Context: an optimization exercise on an open-source flow, tuned for small area, a short achievable clock period and few clock cycles per item. The choices shown serve that exercise and are no tape-out recipe. RTL that was checked went through simulation tests only; none was proved equivalent to the original.

==> 06-04 <==
==> flow/design.v <==
module sge_fsk_mod (
    input  wire       clk,
    input  wire       rst,
    input  wire       cfg_msb_first,    
    input  wire       cfg_invert_ss,    
    input  wire       in_valid,
    output wire       in_ready,
    input  wire [7:0] in_data,
    input  wire       in_last,
    output wire       out_valid,
    input  wire       out_ready,
    output wire [7:0] out_sample,
    output wire       out_last
);
    localparam [7:0]  SYNC_BYTE = 8'hAB;
    localparam [2:0] M_IDLE  = 3'd0;
    localparam [2:0] M_LEAD  = 3'd1;
    localparam [2:0] M_SYNC0 = 3'd2;
    localparam [2:0] M_SYNC1 = 3'd3;
    localparam [2:0] M_DATA  = 3'd4;
    localparam [2:0] M_TRAIL = 3'd5;
    reg  [2:0]  mode;       
    reg  [3:0]  bidx;       
    reg  [5:0]  samp;       
    reg         tone_q;     
    reg         nbit_q;     
    reg         last_q;     
    reg         ir_q;       
    reg         iv_q;       
    reg         ov_q;
    reg  [7:0]  os_q;
    reg         ol_q;
    assign in_ready   = ir_q;
    assign out_valid  = ov_q;
    assign out_sample = os_q;
    assign out_last   = ol_q;
    wire bit_end   = (samp == 6'd39);
    wire frame_end = bit_end && (bidx == 4'd15);
    wire stall     = (mode == M_DATA) && (bidx == 4'd0) && (samp == 6'd0) && !iv_q;
    wire have      = (mode != M_IDLE) && !stall;
    wire load      = have && (!ov_q || out_ready);
    function [6:0] qsin;
        input [6:0] k;
        begin
            case (k)
            7'd0: qsin = 7'd0;
            7'd1: qsin = 7'd3;
            7'd2: qsin = 7'd6;
            7'd3: qsin = 7'd9;
            7'd4: qsin = 7'd12;
            7'd5: qsin = 7'd16;
            7'd6: qsin = 7'd19;
            7'd7: qsin = 7'd22;
            7'd8: qsin = 7'd25;
            7'd9: qsin = 7'd28;
            7'd10: qsin = 7'd31;
            7'd11: qsin = 7'd34;
            7'd12: qsin = 7'd37;
            7'd13: qsin = 7'd40;
            7'd14: qsin = 7'd43;
            7'd15: qsin = 7'd46;
            7'd16: qsin = 7'd49;
            7'd17: qsin = 7'd51;
            7'd18: qsin = 7'd54;
            7'd19: qsin = 7'd57;
            7'd20: qsin = 7'd60;
            7'd21: qsin = 7'd63;
            7'd22: qsin = 7'd65;
            7'd23: qsin = 7'd68;
            7'd24: qsin = 7'd71;
            7'd25: qsin = 7'd73;
            7'd26: qsin = 7'd76;
            7'd27: qsin = 7'd78;
            7'd28: qsin = 7'd81;
            7'd29: qsin = 7'd83;
            7'd30: qsin = 7'd85;
            7'd31: qsin = 7'd88;
            7'd32: qsin = 7'd90;
            7'd33: qsin = 7'd92;
            7'd34: qsin = 7'd94;
            7'd35: qsin = 7'd96;
            7'd36: qsin = 7'd98;
            7'd37: qsin = 7'd100;
            7'd38: qsin = 7'd102;
            7'd39: qsin = 7'd104;
            7'd40: qsin = 7'd106;
            7'd41: qsin = 7'd107;
            7'd42: qsin = 7'd109;
            7'd43: qsin = 7'd111;
            7'd44: qsin = 7'd112;
            7'd45: qsin = 7'd113;
            7'd46: qsin = 7'd115;
            7'd47: qsin = 7'd116;
            7'd48: qsin = 7'd117;
            7'd49: qsin = 7'd118;
            7'd50: qsin = 7'd120;
            7'd51: qsin = 7'd121;
            7'd52: qsin = 7'd122;
            7'd53: qsin = 7'd122;
            7'd54: qsin = 7'd123;
            7'd55: qsin = 7'd124;
            7'd56: qsin = 7'd125;
            7'd57: qsin = 7'd125;
            7'd58: qsin = 7'd126;
            7'd59: qsin = 7'd126;
            7'd60: qsin = 7'd126;
            7'd61: qsin = 7'd127;
            7'd62: qsin = 7'd127;
            7'd63: qsin = 7'd127;
            7'd64: qsin = 7'd127;
            default: qsin = 7'd0;
            endcase
        end
    endfunction
    reg  [3:1] ph1;    
    reg  [7:4] ph4;    
    reg         c4;
    reg  [11:8] ph8;    
    reg         c8;
    reg  [15:12] ph12;    
    reg         c12;
    reg  [19:16] ph16;    
    reg         c16;
    reg  [23:20] ph20;    
    reg         c20;
    reg  [31:24] ph24;    
    reg         c24;
    wire        tone_a6 = ahead6 ? nbit_q : tone_q;
    wire [3:0] sum1 = {1'b0, ph1} + (tone_a6 ? 4'd3 : 4'd6) + 1'b0;
    wire        tone_a5 = ahead5 ? nbit_q : tone_q;
    wire [4:0] sum4 = {1'b0, ph4} + (tone_a5 ? 5'd6 : 5'd11) + c4;
    wire        tone_a4 = ahead4 ? nbit_q : tone_q;
    wire [4:0] sum8 = {1'b0, ph8} + (tone_a4 ? 5'd6 : 5'd11) + c8;
    wire        tone_a3 = ahead3 ? nbit_q : tone_q;
    wire [4:0] sum12 = {1'b0, ph12} + (tone_a3 ? 5'd6 : 5'd11) + c12;
    wire        tone_a2 = ahead2 ? nbit_q : tone_q;
    wire [4:0] sum16 = {1'b0, ph16} + (tone_a2 ? 5'd6 : 5'd11) + c16;
    wire        tone_a1 = ahead1 ? nbit_q : tone_q;
    wire [4:0] sum20 = {1'b0, ph20} + (tone_a1 ? 5'd6 : 5'd11) + c20;
    wire [8:0] sum24 = {1'b0, ph24} + (tone_q ? 9'd6 : 9'd11) + c24;
    always @(posedge clk) begin
        if (rst) begin
            ph1 <= 3'd2;
            ph4 <= 4'd15;
            c4 <= 1'b1;
            ph8 <= 4'd9;
            c8 <= 1'b0;
            ph12 <= 4'd3;
            c12 <= 1'b0;
            ph16 <= 4'd12;
            c16 <= 1'b1;
            ph20 <= 4'd6;
            c20 <= 1'b0;
            ph24 <= 8'd0;
            c24 <= 1'b0;
        end else if (load) begin
            ph1 <= sum1[2:0];
            c4 <= sum1[3];
            ph4 <= sum4[3:0];
            c8 <= sum4[4];
            ph8 <= sum8[3:0];
            c12 <= sum8[4];
            ph12 <= sum12[3:0];
            c16 <= sum12[4];
            ph16 <= sum16[3:0];
            c20 <= sum16[4];
            ph20 <= sum20[3:0];
            c24 <= sum20[4];
            ph24 <= sum24[7:0];
        end
    end
    wire ahead1 = (samp >= 6'd39);
    wire ahead2 = (samp >= 6'd38);
    wire ahead3 = (samp >= 6'd37);
    wire ahead4 = (samp >= 6'd36);
    wire ahead5 = (samp >= 6'd35);
    wire ahead6 = (samp >= 6'd34);
    function [7:0] sine;
        input [7:0] i;
        reg [6:0] k;
        reg [6:0] m;
        begin
            k = i[6] ? (7'd0 - i[6:0]) : i[6:0];
            m = qsin(k);
            sine = i[7] ? (8'd0 - {1'b0, m}) : {1'b0, m};
        end
    endfunction
    reg  [2:0] n_mode;
    reg  [3:0] n_bidx;
    always @(*) begin
        n_mode = mode;
        n_bidx = bidx + 4'd1;
        if (bidx == 4'd15) begin
            case (mode)
                M_LEAD:  n_mode = M_SYNC0;
                M_SYNC0: n_mode = M_SYNC1;
                M_SYNC1: n_mode = M_DATA;
                M_DATA:  n_mode = last_q ? M_TRAIL : M_DATA;
                default: n_mode = M_LEAD;     
            endcase
            if (n_mode == M_LEAD || n_mode == M_TRAIL)
                n_bidx = 4'd14;
        end
    end
    wire       n_tonepart = (n_mode == M_LEAD) || (n_mode == M_TRAIL);
    wire [2:0] d_idx = cfg_msb_first ? {n_bidx[2], ~n_bidx[1:0]} : {~n_bidx[2], n_bidx[1:0]};
    wire [2:0] s_idx = {n_bidx[2], ~n_bidx[1:0]};
    reg n_bit;
    always @(*) begin
        if (n_tonepart)
            n_bit = 1'b1;
        else if (n_bidx < 4'd4)
            n_bit = cfg_invert_ss;
        else if (n_bidx < 4'd12)
            n_bit = (n_mode == M_DATA) ? in_data[d_idx] : SYNC_BYTE[s_idx];
        else
            n_bit = !cfg_invert_ss;
    end
    always @(posedge clk) begin
        if (rst) begin
            mode <= M_IDLE;
            ir_q <= 1'b0;
            ov_q <= 1'b0;
            iv_q <= 1'b0;
        end else begin
            iv_q <= in_valid && !ir_q;
            if (ir_q && in_valid)
                ir_q <= 1'b0;
            if (mode == M_IDLE && in_valid)
                mode <= M_LEAD;
            if (!ov_q || out_ready)
                ov_q <= have;
            if (load) begin
                if (frame_end)
                    mode <= (mode == M_TRAIL) ? (in_valid ? M_LEAD : M_IDLE) : n_mode;
                if ((mode == M_DATA) && (bidx == 4'd11) && bit_end)
                    ir_q <= 1'b1;
            end
        end
    end
    always @(posedge clk) begin
        nbit_q <= n_bit;
        if (ir_q && in_valid)
            last_q <= in_last;
        if (mode == M_IDLE) begin
            bidx   <= 4'd14;
            samp   <= 6'd0;
            tone_q <= 1'b1;
        end
        if (load) begin
            os_q <= sine(ph24);
            ol_q <= (mode == M_TRAIL) && frame_end;
            if (bit_end) begin
                samp   <= 6'd0;
                bidx   <= n_bidx;
                tone_q <= nbit_q;
            end else begin
                samp <= samp + 6'd1;
            end
        end
    end
endmodule
==> flow/flow/run.sh <==
#!/bin/bash
# The standard layout (the standard.sh) with two changes:
# - after the standard synthesis, the combinational logic is mapped again by
#   abc with a stronger area script (flow/reopt.sh); every register keeps its
#   cell, name and connections;
# - the port buffers are buf_2 cells instead of the default choice.
# Synthesis leaves full and half adders as plain gates (no adder cells).
set -euo pipefail
export ADDER_MAP_FILE=
export BUFFER_PORTS_ARGS="-buffer_cell sky130_fd_sc_hd__buf_2"
R=orfs/results/$FLOW_PLATFORM/sge_fsk_mod/base
bash standard.sh synth > synth.log 2>&1
cp $R/1_2_yosys.v std_synth.v
bash flow/reopt.sh std_synth.v $R/1_2_yosys.v reopt $PWD/flow/abc_deep.script > reopt_summary.log 2>&1
rm -f $R/1_synth.odb
bash standard.sh finish > flow.log 2>&1
==> flow/flow/abc_deep.script <==
strash
&get -n
&deepsyn -T 30
&put
dch -f
map -a
==> flow/flow/cells2v.py <==
#!/usr/bin/env python3
"""Rewrite a netlist of sky130 cells: every combinational cell becomes an
assign of its liberty function; sequential cells stay as instances.
usage: cells2v.py LIBERTY IN.v OUT.v"""
import re, sys
lib, src_path, dst_path = sys.argv[1:4]
funcs, seq = {}, set()
cur = pin = None
for line in open(lib):
    m = re.match(r'\s*cell\s*\(\s*"?(\w+)"?\s*\)', line)
    if m:
        cur = m.group(1); funcs[cur] = {}; continue
    if cur and re.match(r'\s*(ff|latch|ff_bank|latch_bank)\s*\(', line):
        seq.add(cur)
    m = re.match(r'\s*pin\s*\(\s*"?(\w+)"?\s*\)', line)
    if m:
        pin = m.group(1); continue
    m = re.match(r'\s*function\s*:\s*"(.*)"', line)
    if m and cur:
        funcs[cur][pin] = m.group(1)
src = open(src_path).read()
inst_re = re.compile(r'\n(\s*)(sky130_fd_sc_hd__\w+)\s+(\S+)\s*\((.*?)\);', re.S)
assigns = []
def repl(m):
    cell, conns = m.group(2), m.group(4)
    if cell in seq:
        return m.group(0)
    pins = dict((a, b.strip()) for a, b in re.findall(r'\.(\w+)\(([^()]*)\)', conns))
    for op, f in funcs[cell].items():
        if op not in pins or not pins[op]:
            continue
        e = f.replace('!', '~').replace("'", '')
        e = re.sub(r'\b([A-Z]\w*)\b', lambda mm: '(' + pins[mm.group(1)] + ' )' if mm.group(1) in pins else mm.group(1), e)
        e = re.sub(r'(?<![\w\\$])1(?![\w\]])', "1'b1", e) if e.strip() in ('1',) else e
        if e.strip() == '0': e = "1'b0"
        if e.strip() == '1': e = "1'b1"
        assigns.append(f"  assign {pins[op]} = {e};")
    return ''
res = inst_re.sub(repl, src)
res = res.replace('endmodule', '\n'.join(assigns) + '\nendmodule')
open(dst_path, 'w').write(res)
==> flow/flow/reopt.sh <==
#!/bin/bash
# usage: reopt.sh IN_NETLIST OUT_NETLIST WORKDIR ABC_SCRIPT
# re-optimises the combinational logic of a synthesized netlist with abc;
# sequential cells and their names are kept
set -euo pipefail
IN=$1; OUT=$2; W=$3; SCR=$4
HERE=$(cd "$(dirname "$0")" && pwd)
LIB=${LIB:-$FLOW_HOME/platforms/sky130hd/lib/sky130_fd_sc_hd__tt_025C_1v80.lib}
mkdir -p $W
python3 $HERE/cells2v.py $LIB $IN $W/comb.v
DU=""
for c in sky130_fd_sc_hd__probe_p_8 sky130_fd_sc_hd__probec_p_8 'sky130_fd_sc_hd__lpflow_*'; do DU="$DU -dont_use $c"; done
cat > $W/reopt.ys <<EOY
read_liberty -lib $LIB
read_verilog $W/comb.v
hierarchy -top sge_fsk_mod
proc; opt_clean
techmap; opt -fast
abc -liberty $LIB $DU -script $SCR
opt_clean -purge
hilomap -singleton -hicell sky130_fd_sc_hd__conb_1 HI -locell sky130_fd_sc_hd__conb_1 LO
splitnets
opt_clean -purge
stat -liberty $LIB
write_verilog -noattr -noexpr -nohex -nodec $OUT
EOY
yosys -s $W/reopt.ys > $W/reopt.log 2>&1
grep "Chip area" $W/reopt.log
==> flow/standard.sh <==
#!/bin/bash
# synth_recipe.tcl (not shown) runs the flow's synth.tcl, then flattens the netlist and writes it again
# the make line also repeats each setting of config.mk as NAME=value (left out here)
make -C /OpenROAD-flow-scripts/flow DESIGN_CONFIG=/design/flow/config.mk WORK_HOME=/design/flow/orfs CLKGATE_MAP_FILE= SYNTH_SCRIPT=/design/flow/synth_recipe.tcl "${@:-finish}"
==> flow/config.mk <==
export PLATFORM = sky130hd
export DESIGN_NAME = sge_fsk_mod
export DESIGN_NICKNAME = sge_fsk_mod
export VERILOG_FILES = /design/flow/design.v
export SDC_FILE = /design/flow/constraint.sdc
export NUM_CORES = 4
export LEC_CHECK = 0
export ABC_AREA = 1
export CAP_MARGIN = 20
export CORE_MARGIN = 2
export CORE_UTILIZATION = 40
export SETUP_SLACK_MARGIN = 5
export SLEW_MARGIN = 20
==> flow/constraint.sdc <==
create_clock -name core_clock -period 8.5 [get_ports {clk}]
set_input_delay 1.7000 -clock core_clock [delete_from_list [all_inputs] [get_ports {clk}]]
set_output_delay 1.7000 -clock core_clock [all_outputs]
set_load 0.01 [all_outputs]
==> 01-19: changes against 06-04 <==
==> flow/design.v, changed modules only <==
module sge_fsk_mod (
    input  wire       clk,
    input  wire       rst,
    input  wire       cfg_msb_first,    
    input  wire       cfg_invert_ss,    
    input  wire       in_valid,
    output wire       in_ready,
    input  wire [7:0] in_data,
    input  wire       in_last,
    output wire       out_valid,
    input  wire       out_ready,
    output wire [7:0] out_sample,
    output wire       out_last
);
    localparam [7:0]  SYNC_BYTE = 8'hAB;
    localparam [2:0] M_IDLE  = 3'd0;
    localparam [2:0] M_LEAD  = 3'd1;
    localparam [2:0] M_SYNC0 = 3'd2;
    localparam [2:0] M_SYNC1 = 3'd3;
    localparam [2:0] M_DATA  = 3'd4;
    localparam [2:0] M_TRAIL = 3'd5;
    reg  [2:0]  mode;       
    reg  [3:0]  bidx;       
    reg  [5:0]  samp;       
    reg         tone_q;     
    reg         nbit_q;     
    reg         last_q;     
    reg         ir_q;       
    reg         iv_q;       
    reg         ov_q;
    reg  [7:0]  os_q;
    reg         ol_q;
    assign in_ready   = ir_q;
    assign out_valid  = ov_q;
    assign out_sample = os_q;
    assign out_last   = ol_q;
    wire bit_end   = (samp == 6'd39);
    wire frame_end = bit_end && (bidx == 4'd15);
    wire stall     = (mode == M_DATA) && (bidx == 4'd0) && (samp == 6'd0) && !iv_q;
    wire have      = (mode != M_IDLE) && !stall;
    wire load      = have && (!ov_q || out_ready);
    function [6:0] qsin;
        input [6:0] k;
        begin
            case (k)
            7'd0: qsin = 7'd0;
            7'd1: qsin = 7'd3;
            7'd2: qsin = 7'd6;
            7'd3: qsin = 7'd9;
            7'd4: qsin = 7'd12;
            7'd5: qsin = 7'd16;
            7'd6: qsin = 7'd19;
            7'd7: qsin = 7'd22;
            7'd8: qsin = 7'd25;
            7'd9: qsin = 7'd28;
            7'd10: qsin = 7'd31;
            7'd11: qsin = 7'd34;
            7'd12: qsin = 7'd37;
            7'd13: qsin = 7'd40;
            7'd14: qsin = 7'd43;
            7'd15: qsin = 7'd46;
            7'd16: qsin = 7'd49;
            7'd17: qsin = 7'd51;
            7'd18: qsin = 7'd54;
            7'd19: qsin = 7'd57;
            7'd20: qsin = 7'd60;
            7'd21: qsin = 7'd63;
            7'd22: qsin = 7'd65;
            7'd23: qsin = 7'd68;
            7'd24: qsin = 7'd71;
            7'd25: qsin = 7'd73;
            7'd26: qsin = 7'd76;
            7'd27: qsin = 7'd78;
            7'd28: qsin = 7'd81;
            7'd29: qsin = 7'd83;
            7'd30: qsin = 7'd85;
            7'd31: qsin = 7'd88;
            7'd32: qsin = 7'd90;
            7'd33: qsin = 7'd92;
            7'd34: qsin = 7'd94;
            7'd35: qsin = 7'd96;
            7'd36: qsin = 7'd98;
            7'd37: qsin = 7'd100;
            7'd38: qsin = 7'd102;
            7'd39: qsin = 7'd104;
            7'd40: qsin = 7'd106;
            7'd41: qsin = 7'd107;
            7'd42: qsin = 7'd109;
            7'd43: qsin = 7'd111;
            7'd44: qsin = 7'd112;
            7'd45: qsin = 7'd113;
            7'd46: qsin = 7'd115;
            7'd47: qsin = 7'd116;
            7'd48: qsin = 7'd117;
            7'd49: qsin = 7'd118;
            7'd50: qsin = 7'd120;
            7'd51: qsin = 7'd121;
            7'd52: qsin = 7'd122;
            7'd53: qsin = 7'd122;
            7'd54: qsin = 7'd123;
            7'd55: qsin = 7'd124;
            7'd56: qsin = 7'd125;
            7'd57: qsin = 7'd125;
            7'd58: qsin = 7'd126;
            7'd59: qsin = 7'd126;
            7'd60: qsin = 7'd126;
            7'd61: qsin = 7'd127;
            7'd62: qsin = 7'd127;
            7'd63: qsin = 7'd127;
            7'd64: qsin = 7'd127;
            default: qsin = 7'd0;
            endcase
        end
    endfunction
    reg  [7:1] ph1;    
    reg  [15:8] ph8;    
    reg         c8;
    reg  [23:16] ph16;    
    reg         c16;
    reg  [31:24] ph24;    
    reg         c24;
    wire        tone_a4 = ahead4 ? nbit_q : tone_q;
    wire [7:0] sum1 = {1'b0, ph1} + (tone_a4 ? 8'd51 : 8'd94) + 1'b0;
    wire        tone_a3 = ahead3 ? nbit_q : tone_q;
    wire [8:0] sum8 = {1'b0, ph8} + (tone_a3 ? 9'd102 : 9'd187) + c8;
    wire        tone_a2 = ahead2 ? nbit_q : tone_q;
    wire [8:0] sum16 = {1'b0, ph16} + (tone_a2 ? 9'd102 : 9'd187) + c16;
    wire        tone_a1 = ahead1 ? nbit_q : tone_q;
    wire [8:0] sum24 = {1'b0, ph24} + (tone_a1 ? 9'd6 : 9'd11) + c24;
    always @(posedge clk) begin
        if (rst || load) begin
          if (rst) begin
            ph1 <= 7'd76;
            ph8 <= 8'd51;
            c8 <= 1'b0;
            ph16 <= 8'd204;
            c16 <= 1'b1;
            ph24 <= 8'd6;
            c24 <= 1'b0;
          end else begin
            ph1 <= sum1[6:0];
            c8 <= sum1[7];
            ph8 <= sum8[7:0];
            c16 <= sum8[8];
            ph16 <= sum16[7:0];
            c24 <= sum16[8];
            ph24 <= sum24[7:0];
          end
        end
    end
    wire ahead1 = (samp >= 6'd39);
    wire ahead2 = (samp >= 6'd38);
    wire ahead3 = (samp >= 6'd37);
    wire ahead4 = (samp >= 6'd36);
    reg        sg_q;
    reg  [6:0] k_q;
    wire [6:0] k_n = ph24[30] ? (7'd0 - ph24[30:24]) : ph24[30:24];
    wire [6:0] m_q = qsin(k_q);
    wire [7:0] sine_q = sg_q ? (8'd0 - {1'b0, m_q}) : {1'b0, m_q};
    always @(posedge clk) begin
        if (rst || load) begin
            sg_q <= !rst && ph24[31];
            k_q  <= rst ? 7'd0 : k_n;
        end
    end
    reg  [2:0] n_mode;
    reg  [3:0] n_bidx;
    always @(*) begin
        n_mode = mode;
        n_bidx = bidx + 4'd1;
        if (bidx == 4'd15) begin
            case (mode)
                M_LEAD:  n_mode = M_SYNC0;
                M_SYNC0: n_mode = M_SYNC1;
                M_SYNC1: n_mode = M_DATA;
                M_DATA:  n_mode = last_q ? M_TRAIL : M_DATA;
                default: n_mode = M_LEAD;     
            endcase
            if (n_mode == M_LEAD || n_mode == M_TRAIL)
                n_bidx = 4'd14;
        end
    end
    wire       n_tonepart = (n_mode == M_LEAD) || (n_mode == M_TRAIL);
    wire [2:0] d_idx = cfg_msb_first ? {n_bidx[2], ~n_bidx[1:0]} : {~n_bidx[2], n_bidx[1:0]};
    wire [2:0] s_idx = {n_bidx[2], ~n_bidx[1:0]};
    reg n_bit;
    always @(*) begin
        if (n_tonepart)
            n_bit = 1'b1;
        else if (n_bidx < 4'd4)
            n_bit = cfg_invert_ss;
        else if (n_bidx < 4'd12)
            n_bit = (n_mode == M_DATA) ? in_data[d_idx] : SYNC_BYTE[s_idx];
        else
            n_bit = !cfg_invert_ss;
    end
    wire start = (mode == M_IDLE) && in_valid;
    always @(posedge clk) begin
        if (rst || start || (load && frame_end))
            mode <= rst ? M_IDLE : start ? M_LEAD :
                    (mode == M_TRAIL) ? (in_valid ? M_LEAD : M_IDLE) : n_mode;
    end
    always @(posedge clk) begin
        if (rst) begin
            ir_q <= 1'b0;
            ov_q <= 1'b0;
            iv_q <= 1'b0;
        end else begin
            iv_q <= in_valid && !ir_q;
            if (ir_q && in_valid)
                ir_q <= 1'b0;
            if (!ov_q || out_ready)
                ov_q <= have;
            if (load && (mode == M_DATA) && (bidx == 4'd11) && bit_end)
                ir_q <= 1'b1;
        end
    end
    always @(posedge clk) begin
        nbit_q <= n_bit;
        if (ir_q && in_valid)
            last_q <= in_last;
        if ((mode == M_IDLE) || (load && bit_end)) begin
            bidx   <= (mode == M_IDLE) ? 4'd14 : n_bidx;
            tone_q <= (mode == M_IDLE) ? 1'b1 : nbit_q;
        end
        if ((mode == M_IDLE) || load)
            samp <= ((mode == M_IDLE) || bit_end) ? 6'd0 : samp + 6'd1;
        if (load) begin
            os_q <= sine_q;
            ol_q <= (mode == M_TRAIL) && frame_end;
        end
    end
endmodule
==> flow/flow/abc_deep.script (replaced) <==
strash
&get -n
&deepsyn -T 60
&dch -f
&nf -R 1000
&put
--- a/flow/flow/cells2v.py
+++ b/flow/flow/cells2v.py
@@ -3,5 +3,5 @@
 assign of its liberty function; sequential cells stay as instances.
 usage: cells2v.py LIBERTY IN.v OUT.v"""
-import re, sys
+import os, re, sys
 lib, src_path, dst_path = sys.argv[1:4]
 funcs, seq = {}, set()
@@ -24,5 +24,5 @@
 def repl(m):
     cell, conns = m.group(2), m.group(4)
-    if cell in seq:
+    if cell in seq or (os.environ.get("KEEP_ADDERS") and re.search(r"__(fa|ha)_", cell)):
         return m.group(0)
     pins = dict((a, b.strip()) for a, b in re.findall(r'\.(\w+)\(([^()]*)\)', conns))
--- a/flow/flow/reopt.sh
+++ b/flow/flow/reopt.sh
@@ -8,5 +8,6 @@
 LIB=${LIB:-$FLOW_HOME/platforms/sky130hd/lib/sky130_fd_sc_hd__tt_025C_1v80.lib}
 mkdir -p $W
-python3 $HERE/cells2v.py $LIB $IN $W/comb.v
+python3 $HERE/cells2v.py $LIB $IN $W/comb0.v
+if [ -n "${LATE_PORTS:-}" ]; then python3 $HERE/lmux.py $W/comb0.v $W/comb.v $LATE_PORTS; else cp $W/comb0.v $W/comb.v; fi
 DU=""
 for c in sky130_fd_sc_hd__probe_p_8 sky130_fd_sc_hd__probec_p_8 'sky130_fd_sc_hd__lpflow_*'; do DU="$DU -dont_use $c"; done
==> out/results.tsv <==
stage	metric	value	unit
outcome	status	complete, no violations	
drt	route.met2.wl	3830	um
setup_path	rr_startpoint	ph24[25]	
setup_path	cp_data_arrival_time	3.51	ns
cells_and_area	final_cell_mix	nand2_1 (96), nor2_1 (86), clkinv_1 (72)	
global_route	grt_pass1_vias	3283	
hold_path	hold_depth	2	
clock_network	cts_resized	6	
clock_network	clkTransAtPathRegs	0.07	ns
timing	worst_hold_slack	0.452	ns
yosys	synthesis.nets	564	
clock_network	postCtsSetupRepairBufs	0	
placement	gp_congestion	0.839	
# the run above: 06-04

==> out/results.tsv <==
stage	metric	value	unit
outcome	status	complete, no violations	
global_route	grt_pass1_vias	3018	
setup_path	rr_startpoint	samp[3]	
drt	route.met2.wl	3910	um
setup_path	cp_data_arrival_time	3.50	ns
cells_and_area	final_cell_mix	edfxtp_1 (66), nor2_1 (50), a21oi_1 (42)	
cells_and_area	fin_area	0.00481	mm^2
clock_network	clkTransAtPathRegs	0.08	ns
placement	gp_congestion	0.863	
hold_path	hold_depth	1	
clock_network	postCtsSetupRepairBufs	3	
clock_network	clock_latency	0.34	ns
clock_network	cts_resized	2	
yosys	synthesis.nets	435	
# the run above: 01-19

Testbench counts of 06-04, summed over its fixed seeds: cycles 107,536, samples 107,520.
For 01-19, only the layout was checked, not whether the RTL still works.

## static timing again, ports no longer ideal
Ports are ideal in the flow. The routed layouts listed here were re-timed in OpenROAD.
Step 1, drivers: a clkbuf_16 drives clk and a buf_2 each remaining input, both assumed.
Step 2 adds t to the input delays and takes it off the output delays; t is the mean of the earliest and latest rising clock arrival at the registers after step 1. Input paths then give back, and output paths get back, about the clock's delay inside the block.
Slacks: no drivers / after step 1 / after step 2; pairs: no drivers / after step 1.
run	shift t [ns]	slack for setup (ns)	hold slack, ns	worst register clock-pin slew, ns	worst slew at a driven data input, ns
06-04	0.353	5.230 / 5.237 / 4.884	0.452 / 0.452 / 0.452	0.07 / 0.07	0.03
01-19	0.370	5.090 / 5.090 / 4.848	0.473 / 0.473 / 0.473	0.08 / 0.08	0.03
After both steps every run listed still meets setup and hold. For 06-04, which loses most, drivers alone change the setup slack by +0.007 ns; drivers and shift together by -0.346 ns.
